Source: an optimization exercise on an open RTL-to-GDS flow (aim: small area, a short achievable clock period and few clock cycles). Production flows keep margins and buffers that such runs may drop. RTL that was checked went through simulation tests only; none was proved equivalent to the original. The RTL of runs 2 and 3 was laid out without a check of its function. No activity file was given, so power comes from the tool's default toggle rates.

### run.sh
#!/bin/bash
# synth_recipe.tcl (not shown) runs the flow's synth.tcl, then flattens the netlist and writes it again
# the make line also repeats each setting of config.mk as NAME=value (left out here)
make -C /OpenROAD-flow-scripts/flow DESIGN_CONFIG=/design/flow/config.mk WORK_HOME=/design/flow/orfs CLKGATE_MAP_FILE= SYNTH_SCRIPT=/design/flow/synth_recipe.tcl finish
### config.mk
export PLATFORM = sky130hd
export DESIGN_NAME = openblt_transport
export DESIGN_NICKNAME = openblt_transport
export VERILOG_FILES = /design/flow/design.v
export SDC_FILE = /design/flow/constraint.sdc
export NUM_CORES = 4
export LEC_CHECK = 0
export CAP_MARGIN = 20
export CORE_MARGIN = 2
export CORE_UTILIZATION = 40
export SLEW_MARGIN = 20
### constraint.sdc
create_clock -name core_clock -period 10.0 [get_ports {clk}]
set_input_delay 2.0000 -clock core_clock [delete_from_list [all_inputs] [get_ports {clk}]]
set_output_delay 2.0000 -clock core_clock [all_outputs]
set_load 0.01 [all_outputs]
### design.v
module openblt_transport (
    input  wire         clk,
    input  wire         rst,             
    input  wire         cmd_valid,
    output wire         cmd_ready,
    input  wire [15:0]  cmd,
    input  wire [31:0]  arg_len,
    input  wire         dbuf_we,
    input  wire [255:0] dbuf_wdata,      
    output reg  [1:0]   status,
    output wire [31:0]  result,
    output wire [7:0]   pkt_len,
    output wire [255:0] pkt_data,        
    input  wire [31:0]  now_ms,
    input  wire [31:0]  now_tick,
    output reg          pf_rx_req,
    input  wire         pf_rx_valid,
    input  wire [7:0]   pf_rx_data,
    output reg          pf_tx_valid,
    output wire [7:0]   pf_tx_data,
    input  wire         pf_tx_done,
    input  wire         pf_tx_ok,
    output reg          mb_rx_req,
    input  wire         mb_rx_valid,
    input  wire [7:0]   mb_rx_data,
    output reg          mb_tx_valid,
    output reg          mb_tx_last,
    output wire [7:0]   mb_tx_data,
    input  wire         mb_tx_done,
    input  wire         mb_tx_ok,
    output reg          mb_de
);
    localparam [7:0]  NODE_ID       = 8'h01;
    localparam [7:0]  FUNCTION_CODE = 8'h50;
    localparam [31:0] MB_T35        = 32'd403;
    localparam [31:0] PF_TIMEOUT_MS = 32'd100;
    localparam [1:0] ST_OK = 2'd0, ST_RANGE = 2'd1, ST_HW = 2'd2, ST_ILLEGAL = 2'd3;
    localparam [2:0] S_IDLE  = 3'd0,    
                     S_POLL  = 3'd1,    
                     S_BLK   = 3'd2,    
                     S_PFTX  = 3'd3,    
                     S_INIT  = 3'd4,    
                     S_PRE   = 3'd5,    
                     S_MBTX  = 3'd6,    
                     S_POST  = 3'd7;    
    localparam [2:0] F_NODE = 3'd0, F_FC = 3'd1, F_LEN = 3'd2, F_PAY = 3'd3,
                     F_CLO  = 3'd4, F_CHI = 3'd5;
    function [15:0] crc_step;
        input [15:0] c;
        input [7:0]  b;
        integer k;
        reg [15:0] x;
        begin
            x = c ^ {8'h00, b};
            for (k = 0; k < 8; k = k + 1)
                x = x[0] ? ((x >> 1) ^ 16'hA001) : (x >> 1);
            crc_step = x;
        end
    endfunction
    reg        rdy;
    reg [2:0]  state;
    reg        poll_mb;         
    reg [5:0]  n_q;             
    reg [5:0]  idx;             
    reg [8:0]  wcnt;            
    reg [2:0]  phase;           
    reg        tx_fail;
    reg [7:0]  txd;             
    reg [15:0] crc_w;           
    reg [15:0] res;             
    reg [5:0]  pkt_len6;        
    reg        rxv_q;           
    reg [7:0]  rxd_q;
    reg        late_q;          
    reg [7:0]  dbuf  [0:31];
    reg [7:0]  pkt   [0:31];
    reg        pf_st;           
    reg [4:0]  pf_cnt;
    reg [5:0]  pf_exp;
    reg [31:0] pf_last_ms;
    reg [7:0]  pf_buf [0:31];
    reg [15:0] crc_reg;
    reg [5:0]  mb_cnt;
    reg        mb_sync;
    reg [31:0] mb_last_tick;
    reg [7:0]  mb_pay [0:31];
    reg        mb_hdr;          
    reg [5:0]  mb_len;          
    reg [7:0]  mb_b1, mb_b2;
    reg [15:0] crc_run;
    reg        mb_ok;           
    integer i;
    assign cmd_ready  = rdy;
    assign result     = {16'd0, res};
    assign pkt_len    = {2'b00, pkt_len6};
    assign pf_tx_data = txd;
    assign mb_tx_data = txd;
    genvar g;
    generate
        for (g = 0; g < 32; g = g + 1) begin : g_pkt
            assign pkt_data[8*g +: 8] = pkt[g];
        end
    endgenerate
    wire       acc    = cmd_valid & rdy;
    wire       imm0   = (cmd[7:0] == 8'h00);
    wire [7:0] hi     = cmd[15:8];
    wire d_pf_init  = imm0 && hi == 8'h10;
    wire d_pf_tx    = imm0 && hi == 8'h11;
    wire d_pf_poll  = imm0 && hi == 8'h12;
    wire d_crc_init = imm0 && hi == 8'h20;
    wire d_crc_byte = hi == 8'h21;
    wire d_crc_read = imm0 && hi == 8'h22;
    wire d_crc_blk  = imm0 && hi == 8'h23;
    wire d_mb_init  = imm0 && hi == 8'h30;
    wire d_mb_tx    = imm0 && hi == 8'h31;
    wire d_mb_poll  = imm0 && hi == 8'h32;
    wire d_t35      = imm0 && hi == 8'h33;
    wire d_legal    = d_pf_init | d_pf_tx | d_pf_poll | d_crc_init | d_crc_byte |
                      d_crc_read | d_crc_blk | d_mb_init | d_mb_tx | d_mb_poll | d_t35;
    wire len_hi0  = (arg_len[31:6] == 26'd0);
    wire len_le32 = len_hi0 && (!arg_len[5] || arg_len[4:0] == 5'd0);
    wire len_nz   = (arg_len != 32'd0);
    wire len_tx   = len_le32 && len_nz;
    wire [31:0] ms_diff   = now_ms - pf_last_ms;
    wire [31:0] tick_diff = now_tick - mb_last_tick;
    wire pf_late = (ms_diff >= PF_TIMEOUT_MS);
    wire mb_late = (tick_diff >= MB_T35);
    wire       pf_st1    = pf_st & ~late_q;
    wire [5:0] pf_cnt_p1 = {1'b0, pf_cnt} + 6'd1;
    wire       pf_start  = rxv_q & ~pf_st1 & (rxd_q >= 8'd1) & (rxd_q <= 8'd32);
    wire       pf_del    = rxv_q & pf_st1 & (pf_cnt_p1 == pf_exp);
    wire       mb_clear  = late_q & ~mb_sync;
    wire       mb_sync1  = mb_sync & ~late_q;
    wire       mb_del    = mb_clear & mb_ok;
    wire [5:0] mb_cnt1   = mb_clear ? 6'd0 : mb_cnt;
    wire do_poll = (state == S_POLL);
    wire del_pf  = do_poll & ~poll_mb & pf_del;
    wire del_mb  = do_poll &  poll_mb & mb_del;
    wire [7:0]  dbyte    = dbuf[idx[4:0]];
    wire [15:0] crc_w_nx = crc_step(crc_w, txd);
    always @(posedge clk) begin
        if (dbuf_we && rdy)
            for (i = 0; i < 32; i = i + 1)
                dbuf[i] <= dbuf_wdata[8*i +: 8];
        if (rdy) begin
            pf_buf[pf_cnt] <= pf_rx_data;
            if (mb_cnt >= 6'd3 && mb_cnt <= 6'd34)
                mb_pay[mb_cnt - 6'd3] <= mb_rx_data;
        end
        for (i = 0; i < 32; i = i + 1) begin
            if (del_pf && i < pf_exp)
                pkt[i] <= pf_buf[i];
            else if (del_mb && i < mb_len)
                pkt[i] <= mb_pay[i];
        end
        if (del_pf)
            pkt_len6 <= pf_exp;
        else if (del_mb)
            pkt_len6 <= mb_len;
    end
    always @(posedge clk) begin
        rxv_q  <= cmd[13] ? mb_rx_valid : pf_rx_valid;
        rxd_q  <= cmd[13] ? mb_rx_data  : pf_rx_data;
        late_q <= cmd[13] ? mb_late     : pf_late;
    end
    always @(posedge clk) begin
        if (rst)
            mb_ok <= 1'b0;
        else
            mb_ok <= mb_hdr && ({1'b0, mb_len} + 7'd5 == {1'b0, mb_cnt}) &&
                     (crc_run == {mb_b1, mb_b2});
    end
    always @(posedge clk) begin
        if (rst) begin
            rdy         <= 1'b1;
            state       <= S_IDLE;
            status      <= ST_OK;
            res         <= 16'd0;
            pf_st       <= 1'b0;
            pf_cnt      <= 5'd0;
            crc_reg     <= 16'hFFFF;
            mb_cnt      <= 6'd0;
            mb_sync     <= 1'b0;
            mb_hdr      <= 1'b0;
            mb_de       <= 1'b0;
            pf_rx_req   <= 1'b0;
            mb_rx_req   <= 1'b0;
            pf_tx_valid <= 1'b0;
            mb_tx_valid <= 1'b0;
            mb_tx_last  <= 1'b0;
        end else begin
            case (state)
            S_IDLE: if (acc) begin
                status <= d_legal ? ST_OK : ST_ILLEGAL;
                if (d_pf_init) begin
                    pf_st  <= 1'b0;
                    pf_cnt <= 5'd0;
                end
                if (d_crc_init)
                    crc_reg <= 16'hFFFF;
                if (d_crc_byte)
                    crc_reg <= crc_step(crc_reg, cmd[7:0]);
                if (d_crc_read)
                    res <= crc_reg;
                if (d_t35)
                    res <= MB_T35[15:0];
                if (d_pf_poll | d_mb_poll) begin
                    rdy       <= 1'b0;
                    state     <= S_POLL;
                    poll_mb   <= d_mb_poll;
                    pf_rx_req <= d_pf_poll;
                    mb_rx_req <= d_mb_poll;
                    if (d_pf_poll && pf_rx_valid)
                        pf_last_ms <= now_ms;
                    if (d_mb_poll && mb_rx_valid)
                        mb_last_tick <= now_tick;
                end
                if (d_crc_blk) begin
                    if (!len_le32)
                        status <= ST_RANGE;
                    else if (len_nz) begin
                        rdy   <= 1'b0;
                        state <= S_BLK;
                    end
                end
                n_q <= arg_len[5:0];
                idx <= 6'd0;
                if (d_pf_tx) begin
                    if (!len_tx)
                        status <= ST_RANGE;
                    else begin
                        rdy         <= 1'b0;
                        state       <= S_PFTX;
                        pf_tx_valid <= 1'b1;
                    end
                end
                if (d_mb_tx) begin
                    if (!len_tx)
                        status <= ST_RANGE;
                    else begin
                        rdy   <= 1'b0;
                        state <= S_PRE;
                        mb_de <= 1'b1;
                    end
                end
                txd     <= d_mb_tx ? NODE_ID : arg_len[7:0];
                phase   <= F_NODE;
                crc_w   <= 16'hFFFF;
                tx_fail <= 1'b0;
                wcnt    <= 9'd0;
                if (d_mb_init) begin
                    rdy       <= 1'b0;
                    state     <= S_INIT;
                    mb_cnt    <= 6'd0;
                    mb_sync   <= 1'b0;
                    mb_rx_req <= 1'b1;
                end
            end
            S_POLL: begin
                rdy       <= 1'b1;
                state     <= S_IDLE;
                pf_rx_req <= 1'b0;
                mb_rx_req <= 1'b0;
                if (!poll_mb) begin
                    res <= {15'd0, pf_del};
                    if (!rxv_q) begin
                        pf_st <= pf_st1;
                        if (!pf_st1)
                            pf_cnt <= 5'd0;
                    end else if (!pf_st1) begin
                        pf_st  <= pf_start;
                        pf_cnt <= 5'd0;
                        pf_exp <= rxd_q[5:0];
                    end else if (pf_del) begin
                        pf_st  <= 1'b0;
                        pf_cnt <= 5'd0;
                    end else
                        pf_cnt <= pf_cnt + 5'd1;
                end else begin
                    res <= {15'd0, mb_del};
                    if (!rxv_q || mb_sync1) begin
                        mb_cnt  <= mb_cnt1;
                        mb_sync <= mb_sync1;
                    end else if (mb_cnt1 == 6'd37) begin
                        mb_cnt  <= 6'd0;
                        mb_sync <= 1'b1;
                    end else begin
                        mb_cnt  <= mb_cnt1 + 6'd1;
                        mb_sync <= 1'b0;
                        mb_b1   <= rxd_q;
                        mb_b2   <= mb_b1;
                        crc_run <= (mb_cnt1 < 6'd2) ? 16'hFFFF : crc_step(crc_run, mb_b2);
                        if (mb_cnt1 == 6'd0)
                            mb_hdr <= (rxd_q == NODE_ID);
                        if (mb_cnt1 == 6'd1)
                            mb_hdr <= mb_hdr & (rxd_q == FUNCTION_CODE);
                        if (mb_cnt1 == 6'd2) begin
                            mb_hdr <= mb_hdr & (rxd_q[7:6] == 2'b00) & (rxd_q != 8'd0);
                            mb_len <= rxd_q[5:0];
                        end
                    end
                end
            end
            S_BLK: begin
                crc_reg <= crc_step(crc_reg, dbyte);
                idx     <= idx + 6'd1;
                if (idx + 6'd1 == n_q) begin
                    rdy   <= 1'b1;
                    state <= S_IDLE;
                end
            end
            S_PFTX: if (pf_tx_done) begin
                if (!pf_tx_ok || idx == n_q) begin
                    pf_tx_valid <= 1'b0;
                    status      <= pf_tx_ok ? ST_OK : ST_HW;
                    rdy         <= 1'b1;
                    state       <= S_IDLE;
                end else begin
                    txd <= dbyte;
                    idx <= idx + 6'd1;
                end
            end
            S_INIT: begin
                if (mb_rx_valid)
                    wcnt <= 9'd0;
                else if (wcnt == MB_T35[8:0]) begin
                    mb_rx_req <= 1'b0;
                    rdy       <= 1'b1;
                    state     <= S_IDLE;
                end else
                    wcnt <= wcnt + 9'd1;
            end
            S_PRE: begin
                wcnt <= wcnt + 9'd1;
                if (wcnt[2:0] == 3'd4) begin
                    mb_tx_valid <= 1'b1;
                    state       <= S_MBTX;
                end
            end
            S_MBTX: if (mb_tx_done) begin
                if (!mb_tx_ok || phase == F_CHI) begin
                    mb_tx_valid <= 1'b0;
                    mb_tx_last  <= 1'b0;
                    tx_fail     <= !mb_tx_ok;
                    wcnt        <= 9'd0;
                    state       <= S_POST;
                end else begin
                    if (phase != F_CLO)
                        crc_w <= crc_w_nx;
                    case (phase)
                    F_NODE: begin txd <= FUNCTION_CODE; phase <= F_FC; end
                    F_FC:   begin txd <= {2'b00, n_q};  phase <= F_LEN; end
                    F_CLO:  begin txd <= crc_w[15:8];   phase <= F_CHI; mb_tx_last <= 1'b1; end
                    default: begin  
                        phase <= F_PAY;
                        if (idx == n_q) begin
                            txd   <= crc_w_nx[7:0];
                            phase <= F_CLO;
                        end else begin
                            txd <= dbyte;
                            idx <= idx + 6'd1;
                        end
                    end
                    endcase
                end
            end
            S_POST: begin
                wcnt <= wcnt + 9'd1;
                if (wcnt[1:0] == 2'd2) begin
                    mb_de  <= 1'b0;
                    status <= tx_fail ? ST_HW : ST_OK;
                    rdy    <= 1'b1;
                    state  <= S_IDLE;
                end
            end
            default: begin
                rdy   <= 1'b1;
                state <= S_IDLE;
            end
            endcase
        end
    end
endmodule
==> out/metrics.yaml, run 1 <==
synth.top_cells.by_count: "1,188 x sky130_fd_sc_hd__edfxtp_1, 281 x sky130_fd_sc_hd__nand2_1, 267 x sky130_fd_sc_hd__mux2_2"
grt_first_pass_wirelength_um: 228300
routed_via_density: 5.396
fin_ws_ns: 4.428
clock_power_share_pct: 38.0
tritoncts.num_buffers: 137
status: "finished clean"
first_global_vias: 32466
ctsResizeCount: 0
final_net_count: 4791
synth-main-ff-cell: "sky130_fd_sc_hd__edfxtp_1"
placeableCoreArea_um2: 129600
clockRootBuffer: "sky130_fd_sc_hd__clkbuf_16"
drcViolationCount: 0
area.growth.synth_to_final_pct: 25.52
grt_antenna_before_repair: 43
unrepaired_setup_endpoints_after_global_routing: "false"
die_area_um2: 133500
post_synth_num_cell_types: 90
critical_path.n_buffers_inverters: 2
power_frac_seq_pct: 46.4
max-slew-margin-rel_pct: 24.02
fin_setup_tns_ns: 0
worst_pin_slew_ns: 1.132
synth-seq-area-share_pct: 70.92
dp_hpwl_um: 113100
startpoint_type: "input port"
timing.clock.skew_ns: 0.04065
grtUsageTotal_pct: 23.98
cts-root-to-sink-buffers: 3
cts.repair_timing.setup_buffer_count: 0
min_period_over_period_pct: 55.72
internal-power_w: 0.009552
layout-drive-gt1-share_pct: 12.81
path_common_cell: "sky130_fd_sc_hd__nand4_1"
avgSynthCellArea_um2: 14.67
clk-insertion-delay-late_ns: 0.79
max_cap_violations: 0
setup_violations: 0
post_layout_nonfiller_instances: 6188
cpLargestDelayFamily: "simple AND/OR/NAND/NOR gates"
routability_congestion: 0.8800
die_height_um: 365.4
critPathRequiredTime_ns: 10.63
pin_count: 715
vdd.ir_drop.worst_v: 0.0001931
grt_max_degree: 181
synth_edf_count: 1188
placement.cell_area_um2: 61110
leakage_nw: 22.28
synth.ff_latch_count: 1257
fmax_mhz: 179.5
place_ws_ns: 3.448
grt.overflow.total: 0
dp_cells: 5913
yosysWarnings: 3
clk_transition_reported_paths_ns: 0.06
cts-hold-fix-buffers: 0
power_density_nw_per_um2: 199.3
initial_drc_count: 3692
path_max_fanout: 8
finalCriticalPeriod_ns: 5.572
synth_largest_area_cell: "sky130_fd_sc_hd__edfxtp_1"
cts_tree: "done"
cp.arrival_ns: 6.20
rows: 132
vias: 33392
critical_path_class: "input port to register"
detail-route-antenna-nets: 0
yosysTopAreaCellShare_pct: 68.28
instance_count_of_the_mapped_netlist: 3561
asyncSetResetFlopFracSynth_pct: 0
timing_hold_violations_final: 0
die_x_um: 365.4
number_of_buffers_added_on_ports: 696
switchingPower_w: 0.003519
critical_path.slowest_cell: "sky130_fd_sc_hd__nor4_2"
cp-end-kind: "register"
hold_class: "register to register"
finish.utilization_pct: 50.58
clock-sinks: 1257
maxSlewViolCount: 0
comb_power_share_pct: 15.6
finalInstanceArea_um2: 65580
detail_route.first_pass.iterations: 5
swShare_pct: 26.92
netlist_area_before_placement_um2: 52250
clock_tree.htree_level_count: 4
critical_path.max_stage_delay_ns: 0.72
cp_cell_sequence: "clkdlybuf4s50_1 > ha_1 > inv_1 > a22oi_1 > o221ai_1 > a2111oi_0 > nand4_1 > or4_1 > nor4_1 > nand4_1 > nor4_1 > nand4_1 > nor4_2 > a31oi_1"
synthTopCellsByArea: "sky130_fd_sc_hd__edfxtp_1 68%, sky130_fd_sc_hd__mux2_2 5.8%, sky130_fd_sc_hd__dfxtp_1 2.6%, sky130_fd_sc_hd__ha_1 2.0%, sky130_fd_sc_hd__nand2_1 2.0%"
yosys.cell_count.top_type: "sky130_fd_sc_hd__edfxtp_1"
detail_route.wirelength_um: 162700
post_drt_wl_per_cell_um: 26.29
initial_utilization_pct: 40.30
[per-stage QoR]
| step | hold slack, ns | total power [W] |
|---|---|---|
| 6_report | 0.4590 | 0.01307 |
| 5_1_grt | 0.4788 | 0.01353 |
| 4_1_cts | 0.4635 | 0.01315 |
| 3_5_place_dp | 0.4518 | 0.008196 |
| 3_3_place_gp | 0.4459 | 0.008183 |
| 2_1_floorplan | 0.4438 | 0.007373 |
[worst paths after layout]
check,start,end,slack (ns),cells past startpoint
worst max-delay path,now_ms[18],late_q,4.43,14
worst min-delay path,res[6],res[6],0.46,2
worst max register to register,idx[0],crc_reg[0],4.67,16
worst min register to register,res[6],res[6],0.46,2
[cells by family (layout without fill, tap and decap cells)]
family | Yosys count | in the layout | synth area share (%)
fa+ha+maj | 87 | 87 | 2.112
flops | 1257 | 1257 | 70.92
simple gates | 901 | 901 | 8.152
buf+inv | 272 | 1113 | 2.251
mux | 298 | 298 | 6.444
compound gates | 583 | 583 | 7.323
other cells | 1 | 45 | 0.007177
xor+xnor | 162 | 162 | 2.787
[area by class of cell]
cell class | count | area (µm²)
Multi-Input combinational cell | 2049 | 14130
Clock inverter | 73 | 772.0
Inverter | 118 | 442.9
Sequential cell | 1257 | 37060
Tap cell | 1742 | 2180
Fill cell | 10999 | 64070
Clock buffer | 175 | 3623
Antenna cell | 27 | 67.56
Timing Repair Buffer | 747 | 7310
[layout by cell type (no fill, tap or decap), types with 27 or more instances in the layout]
| cell | Yosys | routed |
|---|---|---|
| sky130_fd_sc_hd__clkdlybuf4s50_1 | 0 | 686 |
| sky130_fd_sc_hd__nand2_1 | 281 | 281 |
| sky130_fd_sc_hd__buf_4 | 31 | 49 |
| sky130_fd_sc_hd__nor3_1 | 49 | 47 |
| sky130_fd_sc_hd__o21ai_0 | 111 | 107 |
| sky130_fd_sc_hd__dfxtp_1 | 69 | 69 |
| sky130_fd_sc_hd__mux2_2 | 267 | 267 |
| sky130_fd_sc_hd__xor2_1 | 66 | 66 |
| sky130_fd_sc_hd__a22oi_1 | 28 | 28 |
| sky130_fd_sc_hd__nor2_1 | 248 | 245 |
| sky130_fd_sc_hd__clkbuf_16 | 0 | 139 |
| sky130_fd_sc_hd__mux2i_1 | 27 | 27 |
| sky130_fd_sc_hd__nand3_1 | 79 | 79 |
| sky130_fd_sc_hd__xnor2_1 | 93 | 93 |
| sky130_fd_sc_hd__a31oi_1 | 37 | 36 |
| sky130_fd_sc_hd__inv_1 | 116 | 116 |
| sky130_fd_sc_hd__a21oi_1 | 151 | 151 |
| sky130_fd_sc_hd__edfxtp_1 | 1188 | 1188 |
| sky130_fd_sc_hd__clkbuf_1 | 98 | 35 |
| sky130_fd_sc_hd__nand2b_1 | 45 | 45 |
| sky130_fd_sc_hd__diode_2 | 0 | 27 |
| sky130_fd_sc_hd__ha_1 | 85 | 85 |
[power groups by stage]
stage	registers (W)	clock network (W)	logic, W
CTS	0.00606	0.00505	0.00204
global route	0.00608	0.00525	0.00220
detailed placement	0.00617	0	0.00203
global placement	0.00617	0	0.00201
finish	0.00606	0.00496	0.00205
floorplan	0.00613	0	0.00124
[layer usage]
metal / vias up / GRT usage, % / part of all wire, %
li1: 15012 / - / -
met1: 16567 / 31.12 / 41
met2: 1530 / 39.31 / 48
met3: 265 / 5.600 / 8.0
met4: 18 / 8.626 / 3.1
met5: - / 0 / 0.080
[worst min-delay path, stage by stage, from the launching register on]
cell,delay (ns)
sky130_fd_sc_hd__dfxtp_1,0.31
sky130_fd_sc_hd__nand2_1,0.05
sky130_fd_sc_hd__a21oi_1,0.05
Testbench counts, summed over its fixed seeds: cycles 70,054.
==> inputs of run 2 (changes only) <==
--- a/design.v
+++ b/design.v
@@ -62,6 +62,8 @@
     reg        poll_mb;         
     reg [5:0]  n_q;             
     reg [5:0]  idx;             
+    reg [3:0]  maddr;           
+    reg [15:0] wq;              
     reg [8:0]  wcnt;            
     reg [2:0]  phase;           
     reg        tx_fail;
@@ -121,10 +123,16 @@
     wire len_le32 = len_hi0 && (!arg_len[5] || arg_len[4:0] == 5'd0);
     wire len_nz   = (arg_len != 32'd0);
     wire len_tx   = len_le32 && len_nz;
-    wire [31:0] ms_diff   = now_ms - pf_last_ms;
-    wire [31:0] tick_diff = now_tick - mb_last_tick;
-    wire pf_late = (ms_diff >= PF_TIMEOUT_MS);
-    wire mb_late = (tick_diff >= MB_T35);
+    wire [7:0]  ms_lo     = {1'b0, now_ms[6:0]} - {1'b0, pf_last_ms[6:0]};
+    wire [24:0] ms_hi_p1  = pf_last_ms[31:7] + 25'd1;
+    wire        ms_hi_eq  = ms_lo[7] ? (now_ms[31:7] == ms_hi_p1)
+                                     : (now_ms[31:7] == pf_last_ms[31:7]);
+    wire pf_late = !(ms_hi_eq && ms_lo[6:0] < PF_TIMEOUT_MS[6:0]);
+    wire [9:0]  tk_lo     = {1'b0, now_tick[8:0]} - {1'b0, mb_last_tick[8:0]};
+    wire [22:0] tk_hi_p1  = mb_last_tick[31:9] + 23'd1;
+    wire        tk_hi_eq  = tk_lo[9] ? (now_tick[31:9] == tk_hi_p1)
+                                     : (now_tick[31:9] == mb_last_tick[31:9]);
+    wire mb_late = !(tk_hi_eq && tk_lo[8:0] < MB_T35[8:0]);
     wire       pf_st1    = pf_st & ~late_q;
     wire [5:0] pf_cnt_p1 = {1'b0, pf_cnt} + 6'd1;
     wire       pf_start  = rxv_q & ~pf_st1 & (rxd_q >= 8'd1) & (rxd_q <= 8'd32);
@@ -136,7 +144,10 @@
     wire do_poll = (state == S_POLL);
     wire del_pf  = do_poll & ~poll_mb & pf_del;
     wire del_mb  = do_poll &  poll_mb & mb_del;
-    wire [7:0]  dbyte    = dbuf[idx[4:0]];
+    wire [15:0] dword    = {dbuf[{maddr, 1'b1}], dbuf[{maddr, 1'b0}]};
+    wire [7:0]  dbyte    = idx[0] ? dword[15:8] : dword[7:0];
+    wire [5:0]  idx_p2   = idx + 6'd2;
+    wire        blk_one  = (idx + 6'd1 == n_q);      
     wire [15:0] crc_w_nx = crc_step(crc_w, txd);
     always @(posedge clk) begin
         if (dbuf_we && rdy)
@@ -223,8 +234,10 @@
                         state <= S_BLK;
                     end
                 end
-                n_q <= arg_len[5:0];
-                idx <= 6'd0;
+                n_q   <= arg_len[5:0];
+                idx   <= 6'd0;
+                maddr <= d_crc_blk ? 4'd1 : 4'd0;
+                wq    <= (dbuf_we ? dbuf_wdata[15:0] : {dbuf[1], dbuf[0]});
                 if (d_pf_tx) begin
                     if (!len_tx)
                         status <= ST_RANGE;
@@ -302,9 +315,12 @@
                 end
             end
             S_BLK: begin
-                crc_reg <= crc_step(crc_reg, dbyte);
-                idx     <= idx + 6'd1;
-                if (idx + 6'd1 == n_q) begin
+                crc_reg <= blk_one ? crc_step(crc_reg, wq[7:0])
+                                   : crc_step(crc_step(crc_reg, wq[7:0]), wq[15:8]);
+                idx     <= idx_p2;
+                wq      <= dword;
+                maddr   <= maddr + 4'd1;
+                if (blk_one || idx_p2 == n_q) begin
                     rdy   <= 1'b1;
                     state <= S_IDLE;
                 end
@@ -318,6 +334,8 @@
                 end else begin
                     txd <= dbyte;
                     idx <= idx + 6'd1;
+                    if (idx[0])
+                        maddr <= maddr + 4'd1;
                 end
             end
             S_INIT: begin
@@ -359,6 +377,8 @@
                         end else begin
                             txd <= dbyte;
                             idx <= idx + 6'd1;
+                            if (idx[0])
+                                maddr <= maddr + 4'd1;
                         end
                     end
                     endcase
==> flow/run.sh (new file) <==
#!/bin/bash
set -euo pipefail
export BUFFER_PORTS_ARGS="-buffer_cell sky130_fd_sc_hd__buf_1"
export SETUP_SLACK_MARGIN="${FLOW_SETUP_MARGIN:-6.7}"
bash standard.sh > standard.log 2>&1
==> standard.sh (new file) <==
#!/bin/bash
# synth_recipe.tcl (not shown) runs the flow's synth.tcl, then flattens the netlist and writes it again
# the make line also repeats each setting of config.mk as NAME=value (left out here)
make -C /OpenROAD-flow-scripts/flow DESIGN_CONFIG=/design/flow/config.mk WORK_HOME=/design/flow/orfs CLKGATE_MAP_FILE= SYNTH_SCRIPT=/design/flow/synth_recipe.tcl "${@:-finish}"
removed: run.sh
==> run 2 against run 1 <==
Effect of this change: still clean; maximum frequency grew 45%; power shrank 11%; cell count fell by 0.68%; clock-buffer cell count decreased by 8; synthesized cell count fell by 3.6%; worst setup slack improved by 1.7 ns; clock skew is 0.011 ns higher; synthesized area decreased by 0.16%; hold slack improved by 0.011 ns; global-route usage down 0.94 points; critical path type unchanged; largest power group unchanged.
==> out/metrics.yaml, run 2 <==
status: "finished clean"
total_area_of_multi_input_combinational_cells_um2: 14850  # +5.1%
synth-seq-area-share_pct: 72.19  # +1.3 points
swShare_pct: 22.27  # -4.7 points
max-slew-margin-rel_pct: 25.73  # +1.7 points
layout_common_cells: "1,208 x sky130_fd_sc_hd__edfxtp_1, 392 x sky130_fd_sc_hd__buf_1, 258 x sky130_fd_sc_hd__mux2_2"
yosysWarnings: 3  # unchanged
cp-end-kind: "register"
cp.arrival_ns: 4.44  # -1.76 ns
synth_edf_count: 1208  # +1.7%
wire_length_on_met2_um: 77150  # -1.8%
synthTopCellsByArea: "sky130_fd_sc_hd__edfxtp_1 70%, sky130_fd_sc_hd__mux2_2 5.6%, sky130_fd_sc_hd__dfxtp_1 2.6%, sky130_fd_sc_hd__xnor2_1 2.4%, sky130_fd_sc_hd__nand2_1 1.8%"
synth_largest_area_cell: "sky130_fd_sc_hd__edfxtp_1"
path_max_fanout: 2  # -6
min_period_over_period_pct: 38.46  # -17 points
vias: 33285  # -0.32%
hold_class: "register to register"
synth-main-ff-cell: "sky130_fd_sc_hd__edfxtp_1"
critPathRequiredTime_ns: 10.60  # -0.03 ns
tritoncts.num_buffers: 138  # +0.73%
post_layout_nonfiller_instances: 6146  # -0.68%
mostFrequentLayoutCell: "sky130_fd_sc_hd__edfxtp_1"
detail_route.first_pass.iterations: 6  # +1
grtUsageTotal_pct: 23.03  # -0.94 points
cts-root-to-sink-buffers: 3  # unchanged
max_cap_violations: 0  # unchanged
cp_cell_sequence: "buf_2 > inv_2 > ha_4 > fa_2 > nor2_2 > nor3_1 > mux2i_1 > a221oi_2 > o32ai_2 > a2111oi_4 > o2111ai_2 > a221oi_2 > a41oi_1"
post_drt_wl_per_cell_um: 25.80  # -1.9%
critical_path.slowest_cell: "sky130_fd_sc_hd__fa_2"
netlist_area_before_placement_um2: 52160  # -0.16%
r2r_slack_ns: 6.82  # +2.15 ns
timing.clock.skew_ns: 0.05122  # +0.01057 ns
clock-sinks: 1277  # +1.6%
timing_hold_violations_final: 0  # unchanged
detail-route-antenna-nets: 0  # unchanged
rr_endpoint: "pkt[18][3]"
fmax_mhz: 260.0  # +45%
startpoint: "now_tick[0]"
vdd.ir_drop.worst_v: 0.0001659  # -14%
instance_count_of_the_mapped_netlist: 3434  # -3.6%
asyncSetResetFlopFracSynth_pct: 0  # unchanged
first_global_vias: 32100  # -1.1%
yosysTopAreaCellShare_pct: 69.54  # +1.3 points
maxSlewViolCount: 0  # unchanged
synth.top_cells.by_count: "1,208 x sky130_fd_sc_hd__edfxtp_1, 258 x sky130_fd_sc_hd__mux2_2, 249 x sky130_fd_sc_hd__nand2_1"
die_x_um: 365.1  # about the same
dp_hpwl_um: 106200  # -6.1%
met3WireLength_um: 11820  # -9.2%
clk-insertion-delay-late_ns: 0.78  # about the same
power_density_nw_per_um2: 182.5  # -8.5%
crit_path_end: "late_q"
initial_drc_count: 3140  # -15%
rr_worst_depth: 10  # -6
synth.ff_latch_count: 1277  # +1.6%
setup_violations: 0  # unchanged
pin_count: 715  # unchanged
clock_tree.htree_level_count: 4  # unchanged
grt_antenna_before_repair: 29  # -33%
grt_max_degree: 92  # -49%
dp_cells: 5779  # -2.3%
sequential_cell_area_um2: 37700  # +1.7%
clock_power_share_pct: 43.9  # +5.9 points
wirelength_met1_um: 63550  # -3.6%
avgSynthCellArea_um2: 15.19  # +3.5%
path_common_cell: "sky130_fd_sc_hd__a221oi_2"
number_of_buffers_added_on_ports: 696  # unchanged
grt_first_pass_wirelength_um: 221700  # -2.9%
unrepaired_setup_endpoints_after_global_routing: "true"
routability_congestion: 0.8921  # +1.4%
drcViolationCount: 0  # unchanged
comb_power_share_pct: 5.0  # -11 points
grt.overflow.total: 0  # unchanged
initial_utilization_pct: 40.29  # about the same
post_synth_num_cell_types: 89  # -1.1%
clockRootBuffer: "sky130_fd_sc_hd__clkbuf_16"
switchingPower_w: 0.002600  # -26%
startpoint_type: "input port"
finalCriticalPeriod_ns: 3.846  # -1.726 ns
die_area_um2: 133300  # -0.16%
critical_path_class: "input port to register"
area.growth.synth_to_final_pct: 22.69
layout-drive-gt1-share_pct: 25.87  # +13 points
routed_via_density: 5.416  # +0.36%
yosys.cell_count.top_type: "sky130_fd_sc_hd__edfxtp_1"
cts_tree: "done"
fin_setup_tns_ns: 0  # unchanged
critical_path.max_stage_delay_ns: 0.52  # -0.20 ns
internal-power_w: 0.009077  # -5.0%
final_net_count: 4707  # -1.8%
power_frac_seq_pct: 51.1  # +4.7 points
rows: 132  # unchanged
leakage_nw: 21.73  # -2.5%
fillCellCount: 11207  # +1.9%
placeableCoreArea_um2: 129500  # -0.13%
crit-reg2reg-launch: "pf_cnt[0]"
clk_transition_reported_paths_ns: 0.06  # about the same
die_height_um: 365.1  # about the same
worst_pin_slew_ns: 1.104  # -0.02815 ns
routed.top_layer: "met5"
detail_route.wirelength_um: 158600  # -2.5%
-- run 2: cell types whose count changed after synthesis, sizes merged, moves of 25 or more --
cell | previous run | this run
xnor2 | 93 | 142
nand2 | 281 | 249
a31oi | 38 | 13
a21oi | 153 | 111
a22oi | 28 | 62
inv | 117 | 54
nor2 | 249 | 223
ha | 85 | 40
-- run 2: power by group through the flow --
stage	logic [W]	clock network, W	registers, W
floorplan	0.000296	0	0.00607
global placement	0.000531	0	0.00608
detailed placement	0.000535	0	0.00609
CTS	0.000566	0.00521	0.00597
global route	0.000630	0.00542	0.00598
finish	0.000585	0.00512	0.00597
-- run 2: layout make-up --
class	instances	share of cell area (%)
antenna	21	0.08211
clock buffer	167	5.631
clock inverter	84	1.478
inverter	54	0.3167
multi-input combinational	1966	23.21
sequential	1277	58.90
tap	1742	3.406
timing repair buffer	835	6.974
-- run 2: metrics by stage --
step	hold WS [ns]	worst slack (ns)	area [µm²]	power (W)	utilization (%)
2_1_floorplan	0.4438	5.477	52750	0.006365	-
6_report	0.4697	6.154	64000	0.01168	49.43
3_3_place_gp	0.4487	4.821	57100	0.006614	44.10
4_1_cts	0.4641	6.162	62940	0.01175	48.60
5_1_grt	0.4834	6.037	63990	0.01203	49.42
3_5_place_dp	0.4575	4.781	57110	0.006620	44.11
-- run 2: worst min-delay path by stage --
stage | startpoint | endpoint | slack [ns] | cells after the start
final | mb_b1[0] | mb_b2[0] | 0.47 | 0
after CTS | res[11] | res[11] | 0.46 | 2
after detailed placement | res[3] | res[3] | 0.46 | 2
after global placement | res[9] | res[9] | 0.45 | 2
after global routing | mb_b1[0] | mb_b2[0] | 0.48 | 0
after floorplan | rxd_q[2] | mb_b1[2] | 0.44 | 0
-- run 2: cell families (layout without fill, tap and decap cells) --
logic type | Yosys count | in the layout | synth area share [%]
AOI/OAI and AO/OA | 531 | 536 | 6.906
xor gates and xnor gates | 223 | 223 | 3.900
adders and majority gates | 42 | 42 | 1.017
buffers and inverters | 217 | 1140 | 1.768
DFF | 1277 | 1277 | 72.19
muxes | 303 | 303 | 6.435
other | 1 | 39 | 0.007189
and+or+nand+nor | 840 | 844 | 7.779
-- run 2: layer usage --
layer	vias up	GRT usage, %
met5	-	0
met4	12	9.304
met3	293	4.605
met2	1504	37.92
met1	16626	29.88
li1	14850	-
-- run 2: worst max-delay path: cells and delay by family --
| kind | cells | cell delay (ns) |
|---|---|---|
| compound gates | 6 | 1.31 |
| fa+ha+maj | 2 | 0.67 |
| buf+inv | 2 | 0.14 |
| mux | 1 | 0.14 |
| simple gates | 2 | 0.17 |
-- run 2: timing repair --
item,4_1_cts,5_1_grt
gates resized for setup,235,331
buffers inserted,50,33
hold buffers,0,0
setup endpoints to repair,1134,765
pin swaps,33,33
gates cloned,8,1
==> inputs of run 3 (changes only) <==
--- a/config.mk
+++ b/config.mk
@@ -7,5 +7,5 @@
 export LEC_CHECK = 0
 export CAP_MARGIN = 20
 export CORE_MARGIN = 2
-export CORE_UTILIZATION = 40
+export CORE_UTILIZATION = 65
 export SLEW_MARGIN = 20
==> run 3 against run 2 <==
Effect of this change: synthesized cell count unchanged; critical endpoint unchanged; maximum frequency decreased by 3.2%; final area is 2.1% lower; hold slack worse by 0.011 ns; synthesized area unchanged; via count rose by 2.3%; largest cell class unchanged; still clean.
==> out/metrics.yaml, run 3 <==
synth.ff_latch_count: 1277  # unchanged
layout_common_cells: "1,208 x sky130_fd_sc_hd__edfxtp_1, 568 x sky130_fd_sc_hd__buf_1, 258 x sky130_fd_sc_hd__mux2_2"
r2r_slack_ns: 6.72  # -0.10 ns
critPathRequiredTime_ns: 10.60  # about the same
fin_ws_ns: 6.025  # -0.1285 ns
hold_class: "register to register"
synth-main-ff-cell: "sky130_fd_sc_hd__edfxtp_1"
path_max_fanout: 2  # unchanged
netlist_area_before_placement_um2: 52160  # unchanged
sequential_cell_area_um2: 37670  # about the same
post_synth_num_cell_types: 89  # unchanged
min_from: "res[10]"
pin_count: 715  # unchanged
rows: 103  # -22%
synth_edf_count: 1208  # unchanged
leakage_nw: 21.09  # -2.9%
avgSynthCellArea_um2: 15.19  # unchanged
routability_congestion: 0.9442  # +5.8%
initial_drc_count: 4387  # +40%
cp_cell_sequence: "buf_6 > inv_1 > ha_2 > fa_2 > nor2_2 > nor3_2 > mux2i_2 > a221oi_2 > o32ai_2 > a2111oi_2 > o2111ai_2 > a221oi_2 > a41oi_1"
cts-hold-fix-buffers: 0  # unchanged
layout-drive-gt1-share_pct: 21.70  # -4.2 points
die_area_um2: 82530  # -38%
grt_antenna_before_repair: 19  # -34%
yosysWarnings: 3  # unchanged
fillCellCount: 4534  # -60%
max_cap_violations: 0  # unchanged
maxSlewViolCount: 0  # unchanged
timing_hold_violations_final: 0  # unchanged
critical_path.slowest_cell: "sky130_fd_sc_hd__fa_2"
yosysTopAreaCellShare_pct: 69.54  # unchanged
post_drt_wl_per_cell_um: 27.37  # +6.1%
fin_setup_tns_ns: 0  # unchanged
total_area_of_multi_input_combinational_cells_um2: 14870  # +0.10%
max-slew-margin-rel_pct: 22.01  # -3.7 points
dp_hpwl_um: 97340  # -8.3%
routed_via_density: 6.251  # +15%
critical_path_class: "input port to register"
clk_transition_reported_paths_ns: 0.06  # about the same
detail_route.wirelength_um: 149100  # -5.9%
synth_largest_area_cell: "sky130_fd_sc_hd__edfxtp_1"
tritoncts.num_buffers: 130  # -5.8%
die_height_um: 287.3  # -21%
cp-end-kind: "register"
unrepaired_setup_endpoints_after_global_routing: "true"
place_ws_ns: 4.875  # +0.09380 ns
clk-insertion-delay-late_ns: 0.74  # -0.04 ns
cts-root-to-sink-buffers: 3  # unchanged
fmax_mhz: 251.6  # -3.2%
mostFrequentLayoutCell: "sky130_fd_sc_hd__edfxtp_1"
synth-seq-area-share_pct: 72.19  # unchanged
asyncSetResetFlopFracSynth_pct: 0  # unchanged
finalCriticalPeriod_ns: 3.975  # +0.1285 ns
min_period_over_period_pct: 39.75  # +1.3 points
cp.arrival_ns: 4.58  # +0.14 ns
grtUsageTotal_pct: 35.17  # +12 points
synthTopCellsByArea: "sky130_fd_sc_hd__edfxtp_1 70%, sky130_fd_sc_hd__mux2_2 5.6%, sky130_fd_sc_hd__dfxtp_1 2.6%, sky130_fd_sc_hd__xnor2_1 2.4%, sky130_fd_sc_hd__nand2_1 1.8%"
timing.clock.skew_ns: 0.03979  # -0.01142 ns
clock-sinks: 1277  # unchanged
cts_tree: "done"
vias: 34054  # +2.3%
path_common_cell: "sky130_fd_sc_hd__a221oi_2"
status: "finished clean"
instance_count_of_the_mapped_netlist: 3434  # unchanged
grt_first_pass_wirelength_um: 208900  # -5.8%
final_net_count: 4710  # +0.064%
setup_violations: 0  # unchanged
rr_worst_depth: 9  # -1
worst_pin_slew_ns: 1.166  # +0.06164 ns
first_global_vias: 32631  # +1.7%
die_x_um: 287.3  # -21%
drcViolationCount: 0  # unchanged
grt.overflow.total: 0  # unchanged
detail-route-antenna-nets: 0  # unchanged
timing.hold.worst_endpoint: "res[10]"
crit-reg2reg-launch: "pf_exp[3]"
power_density_nw_per_um2: 181.2  # -0.69%
vdd.ir_drop.worst_v: 0.0001523  # -8.2%
startpoint_type: "input port"
number_of_buffers_added_on_ports: 696  # unchanged
grt_max_degree: 103  # +12%
cpLargestDelayFamily: "compound AO/OA/AOI/OAI gates"
synth.top_cells.by_count: "1,208 x sky130_fd_sc_hd__edfxtp_1, 258 x sky130_fd_sc_hd__mux2_2, 249 x sky130_fd_sc_hd__nand2_1"
clock_tree.htree_level_count: 4  # unchanged
rr_endpoint: "pkt[19][4]"
area.growth.synth_to_final_pct: 20.14
holdPathStages: 2  # +2
initial_utilization_pct: 65.82  # +26 points
critical_path.n_buffers_inverters: 2  # unchanged
clockRootBuffer: "sky130_fd_sc_hd__clkbuf_16"
placeableCoreArea_um2: 79260  # -39%
detail_route.first_pass.iterations: 7  # +1
critical_path.max_stage_delay_ns: 0.54  # +0.02 ns
yosys.cell_count.top_type: "sky130_fd_sc_hd__edfxtp_1"
[run 3: changes by cell type in the layout (fill, tap and decap cells not counted), sizes merged, moves of 2 or more]
cell | before | now
inv | 61 | 59
clkbuf | 410 | 266
clkinvlp | 7 | 9
clkinv | 57 | 43
bufinv | 13 | 9
buf | 592 | 750
[run 3: power breakdown]
part	switching (W)	internal (W)
Combinational	0.000376	0.000221
Sequential	0.0000484	0.00592
Clock	0.00206	0.00273
Total	0.00248	0.00888
[run 3: logic make-up after synthesis]
group	after synthesis	synth area share, %
other	1	0.007189
flip-flops	1277	72.19
XOR/XNOR	223	3.900
AND/OR/NAND/NOR	840	7.779
buffers and inverters	217	1.768
multiplexers	303	6.435
AO/OA/AOI/OAI	531	6.906
adder cells (fa/ha/maj)	42	1.017
[run 3: worst max path at each step]
stage                     start         end  slack [ns]  depth (start not counted)
global placement      now_ms[4]      late_q        4.95                         10
CTS                 now_tick[0]      late_q        6.06                         13
detailed placement    now_ms[4]      late_q        4.87                         10
finish              now_tick[0]      late_q        6.03                         13
global route        now_tick[0]      late_q        5.91                         13
floorplan               dbuf_we  dbuf[0][0]        5.48                          3
[run 3: metrics by stage]
| step | instance area [µm²] | util [%] | std cells | power, W | hold WS (ns) |
|---|---|---|---|---|---|
| after CTS | 61630 | 77.76 | 5403 | 0.01133 | 0.4591 |
| after detailed placement | 56220 | 70.94 | 5084 | 0.006604 | 0.4518 |
| after global placement | 56200 | 70.91 | 5081 | 0.006597 | 0.4415 |
| after global routing | 62660 | 79.06 | 5445 | 0.01161 | 0.4716 |
| final | 62670 | 79.07 | 5448 | 0.01136 | 0.4590 |
| after floorplan | 52750 | - | 3451 | 0.006365 | 0.4438 |
[run 3: area by class of cell]
cell class / instances / area share, %
antenna: 20 / 0.07986
timing repair buffer: 848 / 6.932
clock inverter: 66 / 1.164
tap: 1050 / 2.096
clock buffer: 169 / 5.572
multi-input combinational: 1964 / 23.72
inverter: 54 / 0.3234
sequential: 1277 / 60.11
[run 3: timing repair]
item,CTS,global route
endpoints found under the setup margin,1001,603
resized for setup,130,227
pin swaps,27,49
cloned,7,3
buffers inserted,77,22
[run 3: routing by layer]
layer / global-route usage (%) / share of wire [%] / routed length (µm) / up-vias
met2: 58.95 / 50 / 75050 / 2109
met1: 45.43 / 36 / 53510 / 16690
li1: - / - / - / 14838
met5: 0 / 0.020 / 30 / -
met3: 6.056 / 9.0 / 13360 / 413
met4: 15.85 / 4.8 / 7178 / 4
[run 3: worst min-delay path, stage by stage, from the launching register on]
cell                      delay, ns
sky130_fd_sc_hd__dfxtp_1       0.31
sky130_fd_sc_hd__nand2_1       0.05
sky130_fd_sc_hd__a21oi_1       0.05
==> inputs of run 4 (changes only) <==
--- a/design.v
+++ b/design.v
@@ -123,16 +123,18 @@
     wire len_le32 = len_hi0 && (!arg_len[5] || arg_len[4:0] == 5'd0);
     wire len_nz   = (arg_len != 32'd0);
     wire len_tx   = len_le32 && len_nz;
-    wire [7:0]  ms_lo     = {1'b0, now_ms[6:0]} - {1'b0, pf_last_ms[6:0]};
-    wire [24:0] ms_hi_p1  = pf_last_ms[31:7] + 25'd1;
-    wire        ms_hi_eq  = ms_lo[7] ? (now_ms[31:7] == ms_hi_p1)
-                                     : (now_ms[31:7] == pf_last_ms[31:7]);
-    wire pf_late = !(ms_hi_eq && ms_lo[6:0] < PF_TIMEOUT_MS[6:0]);
-    wire [9:0]  tk_lo     = {1'b0, now_tick[8:0]} - {1'b0, mb_last_tick[8:0]};
-    wire [22:0] tk_hi_p1  = mb_last_tick[31:9] + 23'd1;
-    wire        tk_hi_eq  = tk_lo[9] ? (now_tick[31:9] == tk_hi_p1)
-                                     : (now_tick[31:9] == mb_last_tick[31:9]);
-    wire mb_late = !(tk_hi_eq && tk_lo[8:0] < MB_T35[8:0]);
+    wire [24:0] ms_hi_p1 = pf_last_ms[31:7] + 25'd1;
+    wire [7:0]  ms_lim   = {1'b0, pf_last_ms[6:0]} + PF_TIMEOUT_MS[7:0];
+    wire ms_ge   = (now_ms[6:0] >= pf_last_ms[6:0]);
+    wire ms_near = ms_ge ? ((now_ms[31:7] == pf_last_ms[31:7]) && ({1'b0, now_ms[6:0]} < ms_lim))
+                         : ((now_ms[31:7] == ms_hi_p1) && ms_lim[7] && (now_ms[6:0] < ms_lim[6:0]));
+    wire pf_late = !ms_near;
+    wire [22:0] tk_hi_p1 = mb_last_tick[31:9] + 23'd1;
+    wire [9:0]  tk_lim   = {1'b0, mb_last_tick[8:0]} + MB_T35[9:0];
+    wire tk_ge   = (now_tick[8:0] >= mb_last_tick[8:0]);
+    wire tk_near = tk_ge ? ((now_tick[31:9] == mb_last_tick[31:9]) && ({1'b0, now_tick[8:0]} < tk_lim))
+                         : ((now_tick[31:9] == tk_hi_p1) && tk_lim[9] && (now_tick[8:0] < tk_lim[8:0]));
+    wire mb_late = !tk_near;
     wire       pf_st1    = pf_st & ~late_q;
     wire [5:0] pf_cnt_p1 = {1'b0, pf_cnt} + 6'd1;
     wire       pf_start  = rxv_q & ~pf_st1 & (rxd_q >= 8'd1) & (rxd_q <= 8'd32);
--- a/config.mk
+++ b/config.mk
@@ -7,5 +7,5 @@
 export LEC_CHECK = 0
 export CAP_MARGIN = 20
 export CORE_MARGIN = 2
-export CORE_UTILIZATION = 65
+export CORE_UTILIZATION = 50
 export SLEW_MARGIN = 20
==> run 4 against run 3 <==
Effect of this change: clock power grew 2%; synthesized area is 0.81% higher; clock skew is 0.00093 ns lower; power is 2.7% higher; sequential power about the same; largest power group unchanged; cell count increased by 6.7%; largest cell class unchanged; die area is 31% higher; utilization fell by 18 points; highest routed layer unchanged; still clean.
==> out/metrics.yaml, run 4 <==
status: "finished clean"
clk_transition_reported_paths_ns: 0.06  # about the same
finalCriticalPeriod_ns: 3.454  # -0.5205 ns
asyncSetResetFlopFracSynth_pct: 0  # unchanged
instance_count_of_the_mapped_netlist: 3501  # +2.0%
clockRootBuffer: "sky130_fd_sc_hd__clkbuf_16"
grt_max_degree: 103  # unchanged
path_max_fanout: 5  # +3
placement.cell_area_um2: 57100  # +1.6%
leakage_nw: 21.31  # +1.0%
cp-end-kind: "register"
grtUsageTotal_pct: 28.39  # -6.8 points
detail-route-antenna-nets: 0  # unchanged
grt_first_pass_wirelength_um: 219200  # +4.9%
yosys.cell_count.top_type: "sky130_fd_sc_hd__edfxtp_1"
tritoncts.num_buffers: 136  # +4.6%
routed_via_density: 5.747  # -8.1%
power_density_nw_per_um2: 184.6  # +1.9%
cts_tree: "done"
yosysTopAreaCellShare_pct: 68.98  # -0.56 points
avgSynthCellArea_um2: 15.02  # -1.1%
hold_class: "register to register"
critical_path_class: "input port to register"
clock-sinks: 1277  # unchanged
synth_largest_area_cell: "sky130_fd_sc_hd__edfxtp_1"
clk-insertion-delay-late_ns: 0.75  # about the same
detail_route.wirelength_um: 156500  # +5.0%
sequential_cell_area_um2: 37670  # about the same
post_synth_num_cell_types: 93  # +4.5%
finalInstanceArea_um2: 63200  # +0.84%
fmax_mhz: 289.5  # +15%
number_of_buffers_added_on_ports: 696  # unchanged
unrepaired_setup_endpoints_after_global_routing: "true"
placeableCoreArea_um2: 103900  # +31%
grt.overflow.total: 0  # unchanged
cts-hold-fix-buffers: 0  # unchanged
yosysWarnings: 3  # unchanged
pin_count: 715  # unchanged
grt_antenna_before_repair: 25  # +6
first_global_vias: 31918  # -2.2%
cts-root-to-sink-buffers: 3  # unchanged
rows: 118  # +15%
initial_utilization_pct: 50.59  # -15 points
total_area_of_multi_input_combinational_cells_um2: 15060  # +1.3%
die_height_um: 328.3  # +14%
layout_common_cells: "1,208 x sky130_fd_sc_hd__edfxtp_1, 489 x sky130_fd_sc_hd__buf_1, 250 x sky130_fd_sc_hd__nand2_1"
place_ws_ns: 5.252  # +0.3774 ns
timing.clock.skew_ns: 0.03887  # -0.0009268 ns
setup_violations: 0  # unchanged
initial_drc_count: 3327  # -24%
fillCellCount: 8140  # +80%
fin_ws_ns: 6.546  # +0.5205 ns
synth.top_cells.by_count: "1,208 x sky130_fd_sc_hd__edfxtp_1, 260 x sky130_fd_sc_hd__nand2_1, 245 x sky130_fd_sc_hd__nor2_1"
worst_pin_slew_ns: 1.100  # -0.06515 ns
post_drt_wl_per_cell_um: 26.92  # -1.6%
synth_edf_count: 1208  # unchanged
clock_tree.htree_level_count: 4  # unchanged
synthTopCellsByArea: "sky130_fd_sc_hd__edfxtp_1 69%, sky130_fd_sc_hd__mux2_2 4.9%, sky130_fd_sc_hd__xnor2_1 2.8%, sky130_fd_sc_hd__dfxtp_1 2.6%, sky130_fd_sc_hd__nand2_1 1.9%"
maxSlewViolCount: 0  # unchanged
min_period_over_period_pct: 34.54  # -5.2 points
routability_congestion: 0.8686  # -8.0%
critPathRequiredTime_ns: 10.66  # +0.06 ns
startpoint_type: "input port"
max_cap_violations: 0  # unchanged
cp.arrival_ns: 4.11  # -0.47 ns
detail_route.first_pass.iterations: 8  # +1
die_x_um: 328.3  # +14%
timing_hold_violations_final: 0  # unchanged
area.growth.synth_to_final_pct: 20.18  # about the same
die_area_um2: 107800  # +31%
vdd.ir_drop.worst_v: 0.0001958  # +29%
mostFrequentLayoutCell: "sky130_fd_sc_hd__edfxtp_1"
layout-drive-gt1-share_pct: 21.54  # -0.16 points
drcViolationCount: 0  # unchanged
max-slew-margin-rel_pct: 26.15  # +4.1 points
synth-seq-area-share_pct: 71.61  # -0.58 points
netlist_area_before_placement_um2: 52580  # +0.81%
synth.ff_latch_count: 1277  # unchanged
dp_hpwl_um: 104900  # +7.8%
synth-main-ff-cell: "sky130_fd_sc_hd__edfxtp_1"
fin_hold_ws_ns: 0.4662  # +0.007185 ns
final_net_count: 4763  # +1.1%
fin_setup_tns_ns: 0  # unchanged
vias: 33415  # -1.9%
==> run 4: cell types whose count changed after synthesis, sizes merged, moves of 13 or more <==
cell,delta
a211o,-13
a21oi,+13
a221oi,-16
a22oi,-18
buf,+15
clkbuf,-15
ha,+17
nand2,+16
nor2,+22
o211ai,+17
o21ai,+29
o22ai,-15
xnor2,+28
==> run 4: area by class of cell <==
type                            instances  share of cell area, %
Sequential cell                      1277                  59.61
Multi-Input combinational cell       2028                  23.83
Timing Repair Buffer                  815                  6.547
Clock buffer                          184                  6.084
Tap cell                             1380                  2.732
Clock inverter                         57                 0.7662
Inverter                               54                 0.3504
Antenna cell                           19                0.07523
==> run 4: cell families after synthesis <==
group,count (synthesis),synth area share (%)
adder cells (fa/ha/maj),57,1.356
multiplexers,311,6.567
buffers and inverters,217,1.799
flip-flops,1277,71.61
AO/OA/AOI/OAI,532,6.760
XOR/XNOR,241,4.081
AND/OR/NAND/NOR,865,7.819
other,1,0.007131
==> run 4: final timing paths <==
| check | from | to | slack [ns] | cells after the start |
|---|---|---|---|---|
| setup / recovery | cmd[7] | pf_cnt[2] | 6.55 | 11 |
| hold / removal | res[14] | res[14] | 0.47 | 2 |
| setup reg to reg | maddr[0] | txd[0] | 6.72 | 10 |
| hold reg to reg | res[14] | res[14] | 0.47 | 2 |
==> run 4: per-stage QoR <==
step                      utilization [%]  power, W  std cells
after floorplan                         -  0.006540       3518
after global placement              54.93  0.006837       5481
after detailed placement            54.94  0.006839       5482
after CTS                           59.94   0.01170       5761
after global routing                60.80   0.01200       5813
final                               60.80   0.01167       5814
==> run 4: metal layers <==
metal / vias to the layer above / track usage (%) / wire [µm] / part of all wire (%)
met1: 16700 / 37.17 / 61670 / 39
li1: 14938 / - / - / -
met4: 6 / 9.629 / 4594 / 2.9
met2: 1508 / 47.85 / 78870 / 50
met5: - / 0 / 42 / 0.027
met3: 263 / 5.228 / 11360 / 7.3
==> run 4: what timing repair did <==
action	in CTS	in global routing
pin swaps	22	46
resized for setup	174	235
gates cloned	4	3
setup endpoints to repair	941	525
setup buffers	34	30
==> run 4: power breakdown <==
group / internal, W / total [W] / switching, W
clock network: 0.00285 / 0.00489 / 0.00204
registers: 0.00593 / 0.00600 / 0.0000647
logic: 0.000292 / 0.000778 / 0.000486
total: 0.00907 / 0.0117 / 0.00259
==> run 4: worst max-delay path, stage by stage <==
cell                      delay, ns
sky130_fd_sc_hd__buf_8         0.10
sky130_fd_sc_hd__nor4_4        0.30
sky130_fd_sc_hd__nand4_1       0.14
sky130_fd_sc_hd__buf_6         0.17
sky130_fd_sc_hd__nor2b_4       0.17
sky130_fd_sc_hd__a21oi_4       0.09
sky130_fd_sc_hd__nor3_4        0.24
sky130_fd_sc_hd__o31ai_4       0.15
sky130_fd_sc_hd__or2_1         0.26
sky130_fd_sc_hd__or3b_1        0.36
sky130_fd_sc_hd__a21oi_1       0.12
Testbench counts of run 4, summed over its fixed seeds: cycles 67,137.
==> inputs of run 5 (changes only) <==
--- a/config.mk
+++ b/config.mk
@@ -8,4 +8,6 @@
 export CAP_MARGIN = 20
 export CORE_MARGIN = 2
 export CORE_UTILIZATION = 50
+export CTS_CLUSTER_DIAMETER = 80
+export CTS_CLUSTER_SIZE = 30
 export SLEW_MARGIN = 20
==> run 5 against run 4 <==
Effect of this change: die area stayed put; highest routed layer unchanged; synthesized area stayed put; largest power group unchanged; critical endpoint is now pf_tx_data[4]; clock power is 43% lower.
==> out/metrics.yaml, run 5 <==
routed.top_layer: "met5"
yosysTopAreaCellShare_pct: 68.98  # unchanged
synth-seq-area-share_pct: 71.61  # unchanged
die_x_um: 328.3  # unchanged
fin_setup_tns_ns: 0  # unchanged
cpLargestDelayFamily: "flip-flops"
fmax_mhz: 292.4  # +1.0%
synth-compound-area-share_pct: 6.760  # unchanged
asyncSetResetFlopFracSynth_pct: 0  # unchanged
number_of_buffers_added_on_ports: 696  # unchanged
leakage_nw: 20.03  # -6.0%
clock_tree.htree_level_count: 2  # -2
critical_path.slowest_cell: "sky130_fd_sc_hd__edfxtp_1"
initial_drc_count: 3622  # +8.9%
timing_hold_violations_final: 0  # unchanged
clk-insertion-delay-late_ns: 0.72  # -0.03 ns
synth.ff_latch_count: 1277  # unchanged
tritoncts.num_buffers: 55  # -60%
synth-main-ff-cell: "sky130_fd_sc_hd__edfxtp_1"
critical_path_class: "register to output port"
cp.arrival_ns: 1.42  # -2.69 ns
vias: 32650  # -2.3%
synth_simple_gate_area_share_pct: 7.819  # unchanged
drcViolationCount: 0  # unchanged
grtUsageTotal_pct: 27.85  # -0.55 points
detail-route-antenna-nets: 0  # unchanged
setup_violations: 0  # unchanged
met3WireLength_um: 10700  # -5.9%
min_period_over_period_pct: 34.19  # -0.35 points
yosysWarnings: 3  # unchanged
post_synthesis_xor_xnor_area_fraction_pct: 4.081  # unchanged
routed_via_density: 5.768  # +0.35%
detail_route.first_pass.iterations: 6  # -2
instance_count_of_the_mapped_netlist: 3501  # unchanged
cp_cell_sequence: "buf_1"
synthTopCellsByArea: "sky130_fd_sc_hd__edfxtp_1 69%, sky130_fd_sc_hd__mux2_2 4.9%, sky130_fd_sc_hd__xnor2_1 2.8%, sky130_fd_sc_hd__dfxtp_1 2.6%, sky130_fd_sc_hd__nand2_1 1.9%"
grt_antenna_before_repair: 22  # -12%
wire_length_on_met2_um: 78800  # about the same
dp_hpwl_um: 104900  # unchanged
grt.overflow.total: 0  # unchanged
grt_first_pass_wirelength_um: 216200  # -1.4%
startpoint_type: "register"
crit-reg2reg-launch: "maddr[0]"
initial_utilization_pct: 50.59  # unchanged
path_max_fanout: 3  # -2
cp-end-kind: "output port"
max_cap_violations: 0  # unchanged
layout_common_cells: "1,208 x sky130_fd_sc_hd__edfxtp_1, 507 x sky130_fd_sc_hd__buf_1, 250 x sky130_fd_sc_hd__nand2_1"
min_from: "res[2]"
yosys.cell_count.top_type: "sky130_fd_sc_hd__edfxtp_1"
wirelength_met1_um: 61290  # -0.62%
combinational_family_with_the_most_area_after_synthesis: "simple AND/OR/NAND/NOR gates"
synth_largest_area_cell: "sky130_fd_sc_hd__edfxtp_1"
pin_count: 715  # unchanged
avgSynthCellArea_um2: 15.02  # unchanged
layout-drive-gt1-share_pct: 19.51  # -2.0 points
area.growth.synth_to_final_pct: 15.07
cts-root-to-sink-buffers: 3  # unchanged
die_height_um: 328.3  # unchanged
vdd.ir_drop.worst_v: 0.0001735  # -11%
unrepaired_setup_endpoints_after_global_routing: "true"
routability_congestion: 0.8686  # unchanged
clk_transition_reported_paths_ns: 0.11  # +0.05 ns
maxSlewViolCount: 0  # unchanged
synth_adder_area_share_pct: 1.356  # unchanged
power_density_nw_per_um2: 157.5  # -15%
netlist_area_before_placement_um2: 52580  # unchanged
critical_path.max_stage_delay_ns: 0.54  # +0.18 ns
critical_path.n_buffers_inverters: 1  # -1
fin_hold_ws_ns: 0.4743  # +0.008145 ns
timing.clock.skew_ns: 0.03330  # -0.005571 ns
mostFrequentLayoutCell: "sky130_fd_sc_hd__edfxtp_1"
grt_max_degree: 103  # unchanged
rows: 118  # unchanged
max-slew-margin-rel_pct: 26.38  # +0.23 points
critPathRequiredTime_ns: 8.00  # -2.66 ns
clock-sinks: 1277  # unchanged
first_global_vias: 31116  # -2.5%
synth.top_cells.by_count: "1,208 x sky130_fd_sc_hd__edfxtp_1, 260 x sky130_fd_sc_hd__nand2_1, 245 x sky130_fd_sc_hd__nor2_1"
fillCellCount: 8436  # +3.6%
synthMuxAreaShare_pct: 6.567  # unchanged
worst_pin_slew_ns: 1.097  # -0.003387 ns
placeableCoreArea_um2: 103900  # unchanged
status: "finished clean"
hold_class: "register to register"
clockRootBuffer: "sky130_fd_sc_hd__clkbuf_16"
die_area_um2: 107800  # unchanged
synth_edf_count: 1208  # unchanged
final_net_count: 4694  # -1.4%
tot_pwr_w: 0.009528  # -18%
post_synth_num_cell_types: 93  # unchanged
post_drt_wl_per_cell_um: 27.35  # +1.6%
finalCriticalPeriod_ns: 3.419  # -0.03472 ns
cts_tree: "done"
detail_route.wirelength_um: 154800  # -1.1%
startpoint: "txd[4]"
-- run 5: layer usage --
layer	GRT usage, %	up-vias
li1	-	14701
met1	37.05	16326
met2	47.95	1425
met3	3.992	192
met4	7.663	6
met5	0	-
-- run 5: layout make-up --
| type | count | area, µm² | share of cell area (%) |
|---|---|---|---|
| flip-flops and latches | 1277 | 37670 | 62.26 |
| multi-input cells | 2029 | 15030 | 24.85 |
| repair buffers | 826 | 4149 | 6.857 |
| well taps | 1380 | 1727 | 2.854 |
| clock buffers | 57 | 1405 | 2.322 |
| clock inverters | 22 | 257.7 | 0.4260 |
| inverters | 54 | 221.5 | 0.3660 |
| diodes | 16 | 40.04 | 0.06617 |
-- run 5: path summary, 6_finish.rpt --
path                                 endpoint  slack (ns)  cells past startpoint
worst max-delay path            pf_tx_data[4]        6.58                      1
worst min-delay path                   res[2]        0.47                      2
worst max register to register         txd[5]        6.67                     10
worst min register to register         res[2]        0.47                      2
-- run 5: power breakdown --
part / leakage, nW / total [W] / switching, W / internal, W
sequential: 11.6 / 0.00599 / 0.0000648 / 0.00592
combinational: 7.59 / 0.000775 / 0.000486 / 0.000289
clock: 0.813 / 0.00277 / 0.00170 / 0.00107
total: 20.0 / 0.00953 / 0.00225 / 0.00727
-- run 5: stage by stage --
stage | std cells | utilization (%) | setup slack (ns) | cell area (µm²)
2_1_floorplan | 3518 | - | 5.477 | 53180
3_3_place_gp | 5481 | 54.93 | 5.343 | 57090
4_1_cts | 5611 | 57.46 | 6.546 | 59720
5_1_grt | 5660 | 58.21 | 6.539 | 60500
3_5_place_dp | 5482 | 54.94 | 5.252 | 57100
6_report | 5661 | 58.21 | 6.581 | 60510
-- run 5: repair_timing --
item,in CTS,in global routing
pin swaps,35,36
buffers inserted,46,29
hold buffers,0,0
gates resized for setup,167,198
cloned,4,4
setup endpoints to repair,956,522
-- run 5: cells by family after synthesis --
logic type / Yosys count
fa+ha+maj: 57
buf+inv: 217
mux: 311
xor+xnor: 241
flops: 1277
other cells: 1
simple gates: 865
compound gates: 532

[what the ideal ports hide]
Ports are ideal in the flow. The routed layouts listed here were re-timed in OpenROAD. Step 1 (the two cells are an assumption about what drives the block):
set clk [get_ports {clk}]
set_driving_cell -lib_cell sky130_fd_sc_hd__clkbuf_16 $clk
set_driving_cell -lib_cell sky130_fd_sc_hd__buf_2 [delete_from_list [all_inputs] $clk]
Step 2 also shifts input and output timing later by t, the mid clock arrival at the registers, as if the neighbouring blocks saw the same clock. Three values: no drivers, after step 1, after step 2; two values: the first two.
run | t, ns | slack for setup (ns) | clock arrival spread, ns | slew at the worst register clock pin (ns) | cell pins on the clock port's net
run 1 | 0.849 | 4.428 / 4.470 / 3.620 | 0.056 / 0.055 | 0.07 / 0.07 | 1
run 2 | 0.830 | 6.154 / 6.209 / 5.379 | 0.052 / 0.052 | 0.07 / 0.07 | 1
run 3 | 0.787 | 6.025 / 6.051 / 5.264 | 0.046 / 0.046 | 0.07 / 0.07 | 1
run 4 | 0.811 | 6.546 / 6.481 / 5.772 | 0.039 / 0.039 | 0.06 / 0.06 | 1
run 5 | 0.782 | 6.581 / 6.505 / 5.848 | 0.034 / 0.034 | 0.12 / 0.12 | 1
After both steps setup and hold are still met in every run listed. For run 1, which loses most, drivers alone change the setup slack by +0.042 ns; drivers and shift together by -0.808 ns.
